This design comes from an exercise in tuning for small area, a short achievable clock period and few clock cycles on the open sky130 flow, not from production work.
RTL that was checked went through simulation tests only; none was proved equivalent to the original.

== the reference run ==
==> module racebox_decoder, before the edit <==
module racebox_decoder (
    input  wire        clk,
    input  wire        rst,
    input  wire        in_valid,
    input  wire [7:0]  in_data,
    output wire        in_ready,
    output wire        frame_valid,
    output wire        ck_error,
    output wire [31:0] itow,
    output wire [15:0] year,
    output wire [7:0]  month,
    output wire [7:0]  day,
    output wire [7:0]  hour,
    output wire [7:0]  minute,
    output wire [7:0]  second,
    output wire [7:0]  validity_flags,
    output wire [31:0] time_accuracy,
    output wire [31:0] nanoseconds,
    output wire [7:0]  fix_status,
    output wire [7:0]  fix_status_flags,
    output wire [7:0]  date_time_flags,
    output wire [7:0]  num_svs,
    output wire [31:0] longitude,
    output wire [31:0] latitude,
    output wire [31:0] wgs_altitude,
    output wire [31:0] msl_altitude,
    output wire [31:0] horizontal_accuracy,
    output wire [31:0] vertical_accuracy,
    output wire [31:0] speed,
    output wire [31:0] heading,
    output wire [31:0] speed_accuracy,
    output wire [31:0] heading_accuracy,
    output wire [15:0] pdop,
    output wire [7:0]  lat_lon_flags,
    output wire [7:0]  battery_status,
    output wire [15:0] gforce_x,
    output wire [15:0] gforce_y,
    output wire [15:0] gforce_z,
    output wire [15:0] rot_rate_x,
    output wire [15:0] rot_rate_y,
    output wire [15:0] rot_rate_z
);
    localparam       NB    = 81;      
    localparam [7:0] CK_A0 = 8'h50;   
    localparam [7:0] CK_B0 = 8'h9F;   
    localparam [6:0] FILL_0  = 7'h01;   
    localparam [6:0] FILL_79 = 7'h37;   
    localparam [6:0] FILL_87 = 7'h31;   
    reg [7:0]      in_q;
    reg            v_q;
    reg [8*NB-1:0] sr_q;        
    reg [6:0]      fill_q;
    reg            primed_q;    
    reg [2:0]      hst_q;
    reg [7:0]      ca_q;        
    reg [7:0]      cb_q;        
    reg            fv_q, ce_q;
    assign in_ready = 1'b1;
    wire [7:0] b1   = sr_q[7:0];
    wire [7:0] b81  = sr_q[8*80 +: 8];
    wire [7:0] b81m = primed_q ? b81 : 8'd0;
    wire cand  = v_q && (fill_q == FILL_87) && (hst_q == 3'd6);
    wire ck_ok = (b1 == ca_q) && (in_q == cb_q);
    wire acc   = cand && ck_ok;
    wire shift = v_q && !acc;
    wire [7:0] ca_n = ca_q + b1 - b81m;
    wire [7:0] cb_n = cb_q + ca_n - {b81m[3:0], 4'd0} - {b81m[1:0], 6'd0} - CK_A0;
    reg [2:0] hst_n;
    always @(*) begin
        case (hst_q)
            3'd0: hst_n = (b81 == 8'hB5) ? 3'd1 : 3'd0;
            3'd1: hst_n = (b81 == 8'h62) ? 3'd2 : (b81 == 8'hB5) ? 3'd1 : 3'd0;
            3'd2: hst_n = (b81 == 8'hFF) ? 3'd3 : (b81 == 8'hB5) ? 3'd1 : 3'd0;
            3'd3: hst_n = (b81 == 8'h01) ? 3'd4 : (b81 == 8'hB5) ? 3'd1 : 3'd0;
            3'd4: hst_n = (b81 == 8'h50) ? 3'd5 : (b81 == 8'hB5) ? 3'd1 : 3'd0;
            3'd5: hst_n = (b81 == 8'h00) ? 3'd6 : (b81 == 8'hB5) ? 3'd1 : 3'd0;
            default: hst_n = (b81 == 8'hB5) ? 3'd1 : 3'd0;
        endcase
    end
    always @(posedge clk) begin
        v_q  <= in_valid && !rst;
        in_q <= in_data;
        if (shift) begin
            sr_q[8*NB-1:8] <= sr_q[8*NB-9:0];
            hst_q          <= hst_n;
        end
        if (rst)
            sr_q[7:0] <= 8'd0;
        else if (shift)
            sr_q[7:0] <= in_q;
    end
    always @(posedge clk) begin
        if (rst) begin
            fill_q   <= FILL_0;
            primed_q <= 1'b0;
            ca_q     <= CK_A0;
            cb_q     <= CK_B0;
        end else if (acc) begin
            fill_q   <= FILL_0;
        end else if (v_q) begin
            if (fill_q != FILL_87)
                fill_q <= {fill_q[5:0], fill_q[6] ^ fill_q[5]};
            if (fill_q == FILL_79)
                primed_q <= 1'b1;
            ca_q <= ca_n;
            cb_q <= cb_n;
        end
    end
    always @(posedge clk) begin
        fv_q <= !rst && acc;
        ce_q <= !rst && cand && !ck_ok;
    end
    assign frame_valid = fv_q;
    assign ck_error    = ce_q;
    wire [7:0] p [0:79];
    genvar g;
    generate
        for (g = 0; g < 80; g = g + 1) begin : g_payload
            assign p[g] = sr_q[8*(80 - g) +: 8];
        end
    endgenerate
    assign itow                = {p[3], p[2], p[1], p[0]};
    assign year                = {p[5], p[4]};
    assign month               = p[6];
    assign day                 = p[7];
    assign hour                = p[8];
    assign minute              = p[9];
    assign second              = p[10];
    assign validity_flags      = p[11];
    assign time_accuracy       = {p[15], p[14], p[13], p[12]};
    assign nanoseconds         = {p[19], p[18], p[17], p[16]};
    assign fix_status          = p[20];
    assign fix_status_flags    = p[21];
    assign date_time_flags     = p[22];
    assign num_svs             = p[23];
    assign longitude           = {p[27], p[26], p[25], p[24]};
    assign latitude            = {p[31], p[30], p[29], p[28]};
    assign wgs_altitude        = {p[35], p[34], p[33], p[32]};
    assign msl_altitude        = {p[39], p[38], p[37], p[36]};
    assign horizontal_accuracy = {p[43], p[42], p[41], p[40]};
    assign vertical_accuracy   = {p[47], p[46], p[45], p[44]};
    assign speed               = {p[51], p[50], p[49], p[48]};
    assign heading             = {p[55], p[54], p[53], p[52]};
    assign speed_accuracy      = {p[59], p[58], p[57], p[56]};
    assign heading_accuracy    = {p[63], p[62], p[61], p[60]};
    assign pdop                = {p[65], p[64]};
    assign lat_lon_flags       = p[66];
    assign battery_status      = p[67];
    assign gforce_x            = {p[69], p[68]};
    assign gforce_y            = {p[71], p[70]};
    assign gforce_z            = {p[73], p[72]};
    assign rot_rate_x          = {p[75], p[74]};
    assign rot_rate_y          = {p[77], p[76]};
    assign rot_rate_z          = {p[79], p[78]};
endmodule
clock: 100.0 ns
lec_check: 0
cap_margin: 20
core_margin: 2
core_utilization: 75
place_density: 0.8
slew_margin: 20
standard.sh (not shown) runs the stock make flow with config.mk's settings and CLKGATE_MAP_FILE= SYNTH_SCRIPT=/design/flow/synth_recipe.tcl, a recipe that flattens the netlist after the stock synthesis.
==> flow/flow/run.sh <==
#!/bin/bash
# Standard ORFS layout with the smallest buffer on each port and a clock
# tree of mid-size buffers without dummy loads.
set -euo pipefail
export BUFFER_PORTS_ARGS="-buffer_cell sky130_fd_sc_hd__buf_1"
export CTS_ARGS="-sink_clustering_enable -repair_clock_nets -dont_use_dummy_load -buf_list sky130_fd_sc_hd__clkbuf_8 -sink_clustering_size 16 -sink_clustering_max_diameter 50"
bash standard.sh > flow_make.log 2>&1
The reference run did not run to completion, as it errored out during 3_2_place_iop.
Testbench counts of the reference run, summed over its fixed seeds: cycles 100,212.
#### Input delta (the trial run over the reference run)
==> flow/design.v <==
module racebox_decoder (
    input  wire        clk,
    input  wire        rst,
    input  wire        in_valid,
    input  wire [7:0]  in_data,
    output wire        in_ready,
    output wire        frame_valid,
    output wire        ck_error,
    output wire [31:0] itow,
    output wire [15:0] year,
    output wire [7:0]  month,
    output wire [7:0]  day,
    output wire [7:0]  hour,
    output wire [7:0]  minute,
    output wire [7:0]  second,
    output wire [7:0]  validity_flags,
    output wire [31:0] time_accuracy,
    output wire [31:0] nanoseconds,
    output wire [7:0]  fix_status,
    output wire [7:0]  fix_status_flags,
    output wire [7:0]  date_time_flags,
    output wire [7:0]  num_svs,
    output wire [31:0] longitude,
    output wire [31:0] latitude,
    output wire [31:0] wgs_altitude,
    output wire [31:0] msl_altitude,
    output wire [31:0] horizontal_accuracy,
    output wire [31:0] vertical_accuracy,
    output wire [31:0] speed,
    output wire [31:0] heading,
    output wire [31:0] speed_accuracy,
    output wire [31:0] heading_accuracy,
    output wire [15:0] pdop,
    output wire [7:0]  lat_lon_flags,
    output wire [7:0]  battery_status,
    output wire [15:0] gforce_x,
    output wire [15:0] gforce_y,
    output wire [15:0] gforce_z,
    output wire [15:0] rot_rate_x,
    output wire [15:0] rot_rate_y,
    output wire [15:0] rot_rate_z
);
    localparam       NB   = 82;       
    localparam [7:0] CK_A0 = 8'h50;   
    localparam [7:0] CK_B0 = 8'h9F;   
    localparam [6:0] FILL_0  = 7'h01;   
    localparam [6:0] FILL_79 = 7'h37;   
    localparam [6:0] FILL_87 = 7'h31;   
    reg [7:0]      in_q;
    reg            v_q;
    reg [8*NB-1:0] sr_q;        
    reg [6:0]      fill_q;
    reg            primed_q;    
    reg [2:0]      hst_q;
    reg [7:0]      ca_q;        
    reg [7:0]      cb_q;        
    reg            fv_q, ce_q;
    assign in_ready = 1'b1;
    wire [7:0] b1   = sr_q[7:0];
    wire [7:0] b81  = primed_q ? sr_q[8*80 +: 8] : 8'd0;
    wire [7:0] b82  = sr_q[8*81 +: 8];
    wire cand  = v_q && (fill_q == FILL_87) && (hst_q == 3'd5) && (b82 == 8'h00);
    wire ck_ok = (b1 == ca_q) && (in_q == cb_q);
    wire [7:0] ca_n = ca_q + b1 - b81;
    wire [7:0] cb_n = cb_q + ca_n - {b81[3:0], 4'd0} - {b81[1:0], 6'd0} - CK_A0;
    reg [2:0] hst_n;
    always @(*) begin
        case (hst_q)
            3'd0: hst_n = (b82 == 8'hB5) ? 3'd1 : 3'd0;
            3'd1: hst_n = (b82 == 8'h62) ? 3'd2 : (b82 == 8'hB5) ? 3'd1 : 3'd0;
            3'd2: hst_n = (b82 == 8'hFF) ? 3'd3 : (b82 == 8'hB5) ? 3'd1 : 3'd0;
            3'd3: hst_n = (b82 == 8'h01) ? 3'd4 : (b82 == 8'hB5) ? 3'd1 : 3'd0;
            3'd4: hst_n = (b82 == 8'h50) ? 3'd5 : (b82 == 8'hB5) ? 3'd1 : 3'd0;
            default: hst_n = (b82 == 8'hB5) ? 3'd1 : 3'd0;
        endcase
    end
    always @(posedge clk) begin
        v_q <= in_valid && !rst;
        in_q <= in_data;
        if (v_q)
            sr_q[8*NB-1:8] <= sr_q[8*NB-9:0];
        if (v_q)
            hst_q <= hst_n;
        if (rst)
            sr_q[7:0] <= 8'd0;
        else if (v_q)
            sr_q[7:0] <= in_q;
    end
    always @(posedge clk) begin
        if (rst) begin
            fill_q   <= FILL_0;
            primed_q <= 1'b0;
            ca_q     <= CK_A0;
            cb_q     <= CK_B0;
        end else if (v_q) begin
            if (cand && ck_ok)
                fill_q <= FILL_0;
            else if (fill_q != FILL_87)
                fill_q <= {fill_q[5:0], fill_q[6] ^ fill_q[5]};
            if (fill_q == FILL_79)
                primed_q <= 1'b1;
            ca_q  <= ca_n;
            cb_q  <= cb_n;
        end
    end
    always @(posedge clk) begin
        fv_q <= !rst && cand && ck_ok;
        ce_q <= !rst && cand && !ck_ok;
    end
    assign frame_valid = fv_q;
    assign ck_error    = ce_q;
    wire [7:0] p [0:79];
    genvar g;
    generate
        for (g = 0; g < 80; g = g + 1) begin : g_payload
            assign p[g] = sr_q[8*(81 - g) +: 8];
        end
    endgenerate
    assign itow                = {p[3], p[2], p[1], p[0]};
    assign year                = {p[5], p[4]};
    assign month               = p[6];
    assign day                 = p[7];
    assign hour                = p[8];
    assign minute              = p[9];
    assign second              = p[10];
    assign validity_flags      = p[11];
    assign time_accuracy       = {p[15], p[14], p[13], p[12]};
    assign nanoseconds         = {p[19], p[18], p[17], p[16]};
    assign fix_status          = p[20];
    assign fix_status_flags    = p[21];
    assign date_time_flags     = p[22];
    assign num_svs             = p[23];
    assign longitude           = {p[27], p[26], p[25], p[24]};
    assign latitude            = {p[31], p[30], p[29], p[28]};
    assign wgs_altitude        = {p[35], p[34], p[33], p[32]};
    assign msl_altitude        = {p[39], p[38], p[37], p[36]};
    assign horizontal_accuracy = {p[43], p[42], p[41], p[40]};
    assign vertical_accuracy   = {p[47], p[46], p[45], p[44]};
    assign speed               = {p[51], p[50], p[49], p[48]};
    assign heading             = {p[55], p[54], p[53], p[52]};
    assign speed_accuracy      = {p[59], p[58], p[57], p[56]};
    assign heading_accuracy    = {p[63], p[62], p[61], p[60]};
    assign pdop                = {p[65], p[64]};
    assign lat_lon_flags       = p[66];
    assign battery_status      = p[67];
    assign gforce_x            = {p[69], p[68]};
    assign gforce_y            = {p[71], p[70]};
    assign gforce_z            = {p[73], p[72]};
    assign rot_rate_x          = {p[75], p[74]};
    assign rot_rate_y          = {p[77], p[76]};
    assign rot_rate_z          = {p[79], p[78]};
endmodule
[summary]
Looking at xor and xnor area share after synthesis, the trial run sits below the reference run. Diff the reference run -> the trial run | net count after synthesis | increase of 654. The trial run: mux contribution to synthesized area is 0.50 points lower than what the reference run reported. Changes observed in the trial run relative to the reference run: adder-cell area share of the yosys netlist went down; number of library cell types mapped by synthesis now sits lower; floorplan die height saw an increase. The trial run: flow completed, timing, DRC and antenna clean. In the tables for the reference run and the trial run, area of the mapped netlist reads higher with the trial run. Synthesized cell count ended up 654 higher on the trial run than on the reference run. Row share of synthesized cell area in and, or, nand and nor gates: the trial run lower / the reference run higher. Taking the reference run as the reference point, the initial standard-cell utilization of the core of the trial run falls by 0.28 points.
Only the layout flow was run in the trial run; the RTL was not checked for function there.

-- what the ideal ports hide --
The flow's constraints put no driver on any port. The routed layout listed below was extracted and timed again, unchanged, in two steps. Step 1: set_driving_cell puts a clkbuf_16 on clk and a buf_2 on each other input, an assumption about the parent block. Step 2, shift: input delay + t, output delay - t, t = (earliest + latest rising clock arrival at the registers) / 2. This alone moves slack from input paths to output paths. Slacks: no drivers / after step 1 / after step 2; pairs: no drivers / after step 1.
run: the trial run
t (ns): 0.689
setup slack, ns: 78.482 / 78.433 / 79.121
worst slew at a driven data input, ns: 0.05
cell pins on the clock port's net: 1
After both steps setup and hold are still met in the trial run. For the trial run, drivers alone change the setup slack by -0.049 ns; drivers and shift together by +0.639 ns.
